This design comes from an exercise in tuning for small area, a short achievable clock period and few clock cycles on the open sky130 flow, not from production work. Only simulation tests tie the RTL to the original design; equivalence was not proved. Power is estimated from default activity; no workload was simulated.

==> flow/design.v (excerpt) <==
module link_rx (
    input  wire        clk,
    input  wire        rst,
    input  wire        in_valid,
    output wire        in_ready,
    input  wire [7:0]  in_data,
    input  wire        cmd_valid,
    output wire        cmd_ready,
    input  wire [7:0]  cmd_op,
    input  wire [7:0]  cmd_id,
    input  wire [31:0] cmd_region,
    input  wire [7:0]  cmd_size,
    output reg         rsp_valid,
    output reg         rsp_bool,
    output wire [7:0]  rsp_val,
    output wire        mem_valid,
    input  wire        mem_ready,
    output wire [31:0] mem_addr,
    output wire [7:0]  mem_data
);
For scale: about 120 I/O pins, ~47000 µm² of cells after synthesis.
export LEC_CHECK = 0
export ABC_CLOCK_PERIOD_IN_PS = 2800
export CAP_MARGIN = 20
export CORE_MARGIN = 2
export CORE_UTILIZATION = 62
export CTS_CLUSTER_DIAMETER = 85
export CTS_CLUSTER_SIZE = 26
export PLACE_DENSITY = 0.75
export SETUP_SLACK_MARGIN = 4.65
export SLEW_MARGIN = 20
export TNS_END_PERCENT = 100
create_clock -name core_clock -period 7.5 [get_ports {clk}]
standard.sh (not shown) runs the stock make flow with config.mk's settings and CLKGATE_MAP_FILE= SYNTH_SCRIPT=/design/flow/synth_recipe.tcl, a recipe that flattens the netlist after the stock synthesis.
==> flow/flow/run.sh <==
#!/bin/bash
# The standard layout (standard.sh, the standard flow's own ORFS flow) with two changes:
# - the ports are buffered with sky130_fd_sc_hd__buf_4 instead of the cell
#   buffer_ports picks by itself (a clkdlybuf4s50_1 delay cell); every port
#   still gets its buffer and timing repair may resize it afterwards;
# - clock tree synthesis adds no dummy loads (same clustering settings as
#   config.mk's CTS_CLUSTER_SIZE / CTS_CLUSTER_DIAMETER).
set -euo pipefail
export BUFFER_PORTS_ARGS="-buffer_cell sky130_fd_sc_hd__buf_4"
export CTS_ARGS="-sink_clustering_enable -repair_clock_nets -sink_clustering_size 26 -sink_clustering_max_diameter 85 -dont_use_dummy_load"
bash standard.sh finish > standard.log 2>&1
Testbench counts at the start, summed over its fixed seeds: cycles 33,236.
Edit:
--- a/flow/config.mk
+++ b/flow/config.mk
@@ -14,3 +14,3 @@
 export PLACE_DENSITY = 0.75
-export SETUP_SLACK_MARGIN = 4.65
+export SETUP_SLACK_MARGIN = 4.7
 export SLEW_MARGIN = 20
Hold slack improved by 15 ps.
Fmax rises by 3.1%.
Clock skew falls by 19 ps.
Area after synthesis does not change.
Final area is about the same.
Edit:
--- a/flow/config.mk
+++ b/flow/config.mk
@@ -7,10 +7,10 @@
 export LEC_CHECK = 0
-export ABC_CLOCK_PERIOD_IN_PS = 2800
+export ABC_CLOCK_PERIOD_IN_PS = 2650
 export CAP_MARGIN = 20
 export CORE_MARGIN = 2
-export CORE_UTILIZATION = 62
+export CORE_UTILIZATION = 58
 export CTS_CLUSTER_DIAMETER = 85
 export CTS_CLUSTER_SIZE = 26
-export PLACE_DENSITY = 0.75
-export SETUP_SLACK_MARGIN = 4.7
+export PLACE_DENSITY = 0.72
+export SETUP_SLACK_MARGIN = 4.75
 export SLEW_MARGIN = 20
What happened:
- hold slack improves by 7.7 ps
- cell area grows by 0.94%
- power grows by about 0.36%
- sequential share of layout area shrinks by 0.60 points
- clock power barely changes
- setup slack degrades by 74 ps
- clock skew grows by 35 ps
- non-clock buffer count grows by 25
- count of clock-buffer cells in the layout does not change
- global-route usage shrinks by 1.2 points
- via count shrinks by about 0.8%
Edit:
--- a/flow/config.mk
+++ b/flow/config.mk
@@ -7,10 +7,10 @@
 export LEC_CHECK = 0
-export ABC_CLOCK_PERIOD_IN_PS = 2650
+export ABC_CLOCK_PERIOD_IN_PS = 2500
 export CAP_MARGIN = 20
 export CORE_MARGIN = 2
-export CORE_UTILIZATION = 58
+export CORE_UTILIZATION = 62
 export CTS_CLUSTER_DIAMETER = 85
 export CTS_CLUSTER_SIZE = 26
-export PLACE_DENSITY = 0.72
-export SETUP_SLACK_MARGIN = 4.75
+export PLACE_DENSITY = 0.75
+export SETUP_SLACK_MARGIN = 4.8
 export SLEW_MARGIN = 20
=> The changed run finished with timing, DRC and antenna clean. Clock-buffer cell count rose by 1. Area after synthesis is unchanged. Synthesized cell count stays the same.


== ember ==
Another version of the RTL of link_rx (not shown whole).
For scale: about 3300 cells after synthesis, roughly 1100 flip-flops, roughly 47000 sq um of cells after synthesis.
Settings: LEC_CHECK=0, ABC_CLOCK_PERIOD_IN_PS=2900, CAP_MARGIN=20, CORE_MARGIN=2, CORE_UTILIZATION=65, CTS_CLUSTER_DIAMETER=100, CTS_CLUSTER_SIZE=30, PLACE_DENSITY=0.75, SETUP_SLACK_MARGIN=4.6, SLEW_MARGIN=20, TNS_END_PERCENT=100; clock period 7.5 ns.
run.sh (not shown) runs the stock make flow with config.mk's settings and CLKGATE_MAP_FILE= SYNTH_SCRIPT=/design/flow/synth_recipe.tcl, a recipe that flattens the netlist after the stock synthesis.
Stock flow here: none of the scripts above is used.
ember: all stages complete, timing, DRC and antenna checks passed
Testbench counts of ember, summed over its fixed seeds: cycles 33,235.
Modified inputs, amber compared to ember
- ABC_CLOCK_PERIOD_IN_PS now 3000, was 2900
- CORE_UTILIZATION now 55, was 65
- SETUP_SLACK_MARGIN now 4.5, was 4.6
- PLACE_DENSITY now 0.7, was 0.75
### Flow results
- | largest fanout on the critical path | higher: amber |
- Compared with ember, in amber clock power decreased by about 2% relative to the old numbers, boundary pin count held, combinational cell fraction of total power saw a decrease.
- Between amber and ember, the difference in relative contribution of the clock network to total power is negligible.
- Cmp amber and ember / area added between synthesis and finish / higher: ember
- [amber] total power fell about 2.2% relative to ember
- Against ember, post-CTS setup repair buffer count in amber fell by a little under 10%.
- Of the two values seen for destination of the critical timing path, hd[1] was produced by amber and buf_e[20][0] by ember.
- Against ember, amber comes in 6.2 points lower on global-route usage.
- Taking ember as the reference, in amber total non-filler cell area in the finished layout now smaller; area fraction of clock buffers and clock inverters was more or less identical.

-- afterwards: timing with drivers on the ports --
In the flow no input, the clock included, has a driving cell. The finished layouts below were timed again as built, in two steps.
Step 1 (the two cells are an assumption about what drives the block):
set clk [get_ports {clk}]
set_driving_cell -lib_cell sky130_fd_sc_hd__clkbuf_16 $clk
set_driving_cell -lib_cell sky130_fd_sc_hd__buf_2 [delete_from_list [all_inputs] $clk]
Step 2 moves the port delays by t, midway between the first and last clock arrival at a register: inputs arrive t later, outputs are due t later. That takes back most of the time a late clock gives input paths.
a / b / c = no drivers / after step 1 / after step 2; a / b = the first two.
| run | t (ns) | slack for setup (ns) | worst setup path after step 2 | pins driven straight from the clock port |
|---|---|---|---|---|
| the first run of note 1 | 0.682 | 4.652 / 4.627 / 4.177 | input to register | 1 |
| the second run of note 1 | 0.688 | 4.739 / 4.672 / 4.220 | input to register | 1 |
| the third run of note 1 | 0.683 | 4.665 / 4.596 / 4.211 | input to register | 1 |
| the fourth run of note 1 | 0.671 | 4.752 / 4.690 / 4.210 | input to register | 1 |
| ember | 0.707 | 4.261 / 4.261 / 3.885 | input to register | 1 |
| amber | 0.710 | 4.350 / 4.350 / 4.019 | input to register | 1 |
After both steps setup and hold are still met in every run listed. For the fourth run of note 1, which loses most, drivers alone change the setup slack by -0.062 ns; drivers and shift together by -0.542 ns.
